From an optimization exercise on the open Yosys and OpenROAD flow, aimed at small area, a short achievable clock period and few clock cycles; shortcuts taken in it are not production practice.
At most, simulation tests tie the RTL to the original design; equivalence was not proved.
No activity file was given, so power comes from the tool's default toggle rates.

Setup of the reference run:
==> flow/design.v (excerpt) <==
module ash_rx (
    input  wire       clk,
    input  wire       rst,
    input  wire       in_valid,
    input  wire [7:0] in_byte,
    output wire       in_ready,
    output wire       out_valid,
    input  wire       out_ready,
    output wire [4:0] out_tag,
    output wire [7:0] out_data,
    output wire       out_last
);
    localparam integer N    = 128;         
    localparam integer RS   = 16;          
    localparam integer RSB  = 4;           
    localparam integer WS   = 16;          
    localparam integer WSB  = 4;           
    localparam integer NWT  = N / WS;
    localparam integer D    = 8;           
    localparam integer DB   = 3;           
    localparam [7:0] FLAG = 8'h7E, ESC = 8'h7D, XON = 8'h11, XOFF = 8'h13,
                     SUB  = 8'h18, CAN = 8'h1A;
    localparam [3:0] C_GOOD = 4'd0, C_BAD_ESCAPE = 4'd1, C_SHORT = 4'd2,
                     C_CRC = 4'd3, C_UNKNOWN = 4'd4, C_BAD_LENGTH = 4'd5,
                     C_BAD_VERSION = 4'd6, C_CANCEL = 4'd7, C_SUB = 4'd8,
  ...
Size in the first run: about 1,200 flip-flops, about 28 I/O pins, about 31,000 µm² of cells after synthesis.
==> flow/config.mk <==
export PLATFORM = sky130hd
export DESIGN_NAME = ash_rx
export DESIGN_NICKNAME = ash_rx
export VERILOG_FILES = /design/flow/design.v
export SDC_FILE = /design/flow/constraint.sdc
export NUM_CORES = 4
export LEC_CHECK = 0
export CAP_MARGIN = 20
export CORE_MARGIN = 2
export CORE_UTILIZATION = 40
export SLEW_MARGIN = 20
==> flow/constraint.sdc <==
create_clock -name core_clock -period 8.0 [get_ports {clk}]
set_input_delay 1.6000 -clock core_clock [delete_from_list [all_inputs] [get_ports {clk}]]
set_output_delay 1.6000 -clock core_clock [all_outputs]
set_load 0.01 [all_outputs]
standard.sh (not shown) runs the stock make flow with config.mk's settings and CLKGATE_MAP_FILE= SYNTH_SCRIPT=/design/flow/synth_recipe.tcl, a recipe that flattens the netlist after the stock synthesis.
==> flow/flow/run.sh <==
#!/bin/bash
# The standard layout (standard.sh: the standard synthesis and the ORFS
# steps to finish), with two changes: clock tree synthesis is run without
# dummy loads, and timing repair aims at a setup slack margin of 5.45 ns.
# Everything the steps print goes to standard.log here; ORFS keeps each
# step's own log under orfs/logs/.
set -euo pipefail
export CTS_ARGS="-sink_clustering_enable -repair_clock_nets -dont_use_dummy_load"
export SETUP_SLACK_MARGIN=5.45
bash standard.sh > standard.log 2>&1
The reference run did not stop at any stage, and its layout met the timing, DRC and antenna checks.
Setup changes, the reference run to the trial run
-- flow/design.v --
<<< the reference run, line 61
    reg [7:0]  pb, sb;
    reg        b_flag, b_can, b_sub, b_xo, b_esc, is_data;    
    reg        discard;
    reg        in_frame;        
>>> the trial run, line 61
    reg [7:0]  pb, sb;
    reg        b_flag, b_can, b_sub, b_xo, b_esc, is_data;    
    reg        need_slot;       
    reg        need_q;          
    reg        discard;
    reg        in_frame;        
<<< the reference run, line 120
                                                  C_UNKNOWN;
    wire        slot_ok  = al && !ofull;
    wire        q_room   = (q_wp[DB-1:0] != q_rp[DB-1:0]) || (q_wp[DB] == q_rp[DB]);
    wire        need_slot = !discard && !full && (is_data || (b_flag && in_frame));
    wire        need_q   = !discard && ((b_flag && in_frame) || b_can || b_sub ||
                                        b_xo || (is_data && full));
    wire        go       = pv && (!need_slot || slot_ok) && (!need_q || q_room);
    wire        live     = go && !discard;
>>> the trial run, line 122
                                                  C_UNKNOWN;
    wire        slot_ok  = al && !ofull;
    reg         q_room;          
    wire        go       = pv && (!need_slot || slot_ok) && (!need_q || q_room);
    wire        live     = go && !discard;
<<< the reference run, line 132
    wire        wr       = live && !full && (is_data || (b_flag && in_frame && fg));
    wire        push     = live && need_q;
    wire        junk     = go && !in_frame && !is_data && slot_ok;
    wire        wr_any   = wr || junk;
>>> the trial run, line 131
    wire        wr       = live && !full && (is_data || (b_flag && in_frame && fg));
    wire        push     = live && need_q;
    wire        ends_n    = ev_flag || ev_drop;
    wire        discard_n = (go && discard && b_flag) ? 1'b0 :
                            (ev_drop && !b_flag && !b_can) ? 1'b1 : discard;
    wire        in_frame_n = ends_n ? 1'b0 : (ev_app || in_frame);
    wire        full_n    = ends_n ? 1'b0 : ev_app ? (cnt == 8'd127) : full;
    wire        ld_p      = !pv || go;
    wire        c_flag    = ld_p ? (nb == FLAG) : b_flag;
    wire        c_ctl     = ld_p ? ((nb == FLAG) || (nb == CAN) || (nb == SUB) ||
                                    (nb == XON) || (nb == XOFF)) : !is_data;
    wire        need_slot_n = !discard_n && !full_n && (!c_ctl || (c_flag && in_frame_n));
    wire        need_q_n  = !discard_n && (c_flag ? in_frame_n : (c_ctl || full_n));
    wire        junk     = go && !in_frame && !is_data && slot_ok;
    wire        wr_any   = wr || junk;
<<< the reference run, line 165
    wire        elast   = e_diag || r_lastu;
    wire        h_load  = !hv || pop;
    wire        occ127  = rpos == wpos + 7'd1;
    wire [6:0]  wpos_dr = wpos - cnt[6:0] - 7'd1;
>>> the trial run, line 175
    wire        elast   = e_diag || r_lastu;
    wire        h_load  = !hv || pop;
    wire        q_in    = push && !(h_load && q_empty);      
    wire        q_out   = h_load && !q_empty;                
    wire [DB:0] q_wp_n  = q_in  ? q_wp + 1'b1 : q_wp;
    wire [DB:0] q_rp_n  = q_out ? q_rp + 1'b1 : q_rp;
    wire        q_room_n = (q_wp_n[DB-1:0] != q_rp_n[DB-1:0]) || (q_wp_n[DB] == q_rp_n[DB]);
    wire        occ127  = rpos == wpos + 7'd1;
    wire [6:0]  wpos_dr = wpos - cnt[6:0] - 7'd1;
<<< the reference run, line 231
            q_wp     <= 0;
            q_rp     <= 0;
            hv       <= 1'b0;
            rbusy    <= 1'b0;
>>> the trial run, line 246
            q_wp     <= 0;
            q_rp     <= 0;
            q_room   <= 1'b1;
            need_slot <= 1'b0;
            need_q   <= 1'b0;
            hv       <= 1'b0;
            rbusy    <= 1'b0;
<<< the reference run, line 296
            al    <= al_n;
            ofull <= ofull_n;
            if (push && !(h_load && q_empty))
                q_wp <= q_wp + 1'b1;
            if (h_load) begin
                hv <= !q_empty || push;
                if (!q_empty)
                    q_rp <= q_rp + 1'b1;
            end
            if (space) begin
                av    <= ev;
>>> the trial run, line 314
            al    <= al_n;
            ofull <= ofull_n;
            q_wp   <= q_wp_n;
            q_rp   <= q_rp_n;
            q_room <= q_room_n;
            if (h_load)
                hv <= !q_empty || push;
            need_slot <= need_slot_n;
            need_q    <= need_q_n;
            if (space) begin
                av    <= ev;
[summary]
Going from the reference run to the trial run, starting density of the core grew by 0.34 points; final period demand of the worst path grew by 15 ps; count of buffer and inverter cells on the critical path held steady; number of distinct library cells after synthesis shrank by 7.3%. Of the two values seen for routing layer with the top usage in global route, met2 was produced by the trial run and met1 by the reference run. The trial run vs the reference run — cell count after synthesis climbed slightly. Compared with the reference run, the trial run ends up with less cell area. When the final numbers for the reference run and the trial run were put side by side, the peak ir drop on the vdd network turned out to be greater in the reference run. Looking at clock network fraction of total power, the trial run sits 1.1 points above the reference run. The reference run -> the trial run: wire length after detailed routing decreased by a few percent. A worst setup path endpoint of out_data[3] is what the trial run shows, while in_ready belongs to the reference run.
Testbench counts of the trial run, summed over its fixed seeds: cycles 9,847.
No functional check of the RTL was part of the reference run.

static timing again, ports no longer ideal:
How much do the figures lean on ideal ports? The routed layouts below were timed once more, with nothing changed but the port constraints.
Step 1, drivers: a clkbuf_16 drives clk and a buf_2 each remaining input, both assumed.
Step 2 moves the port delays by t, midway between the first and last clock arrival at a register: inputs arrive t later, outputs are due t later. That takes back most of the time a late clock gives input paths.
Slacks: ideal ports / drivers / drivers and shift; pairs: ideal ports / drivers.
run	shift t [ns]	slack for setup (ns)	hold WS [ns]	pins driven straight from the clock port
the reference run	0.670	5.319 / 5.259 / 4.858	0.290 / 0.290 / 0.290	1
the trial run	0.681	5.304 / 5.243 / 4.734	0.284 / 0.284 / 0.284	1
After both steps setup and hold are still met in every run listed. For the trial run, which loses most, drivers alone change the setup slack by -0.061 ns; drivers and shift together by -0.570 ns.
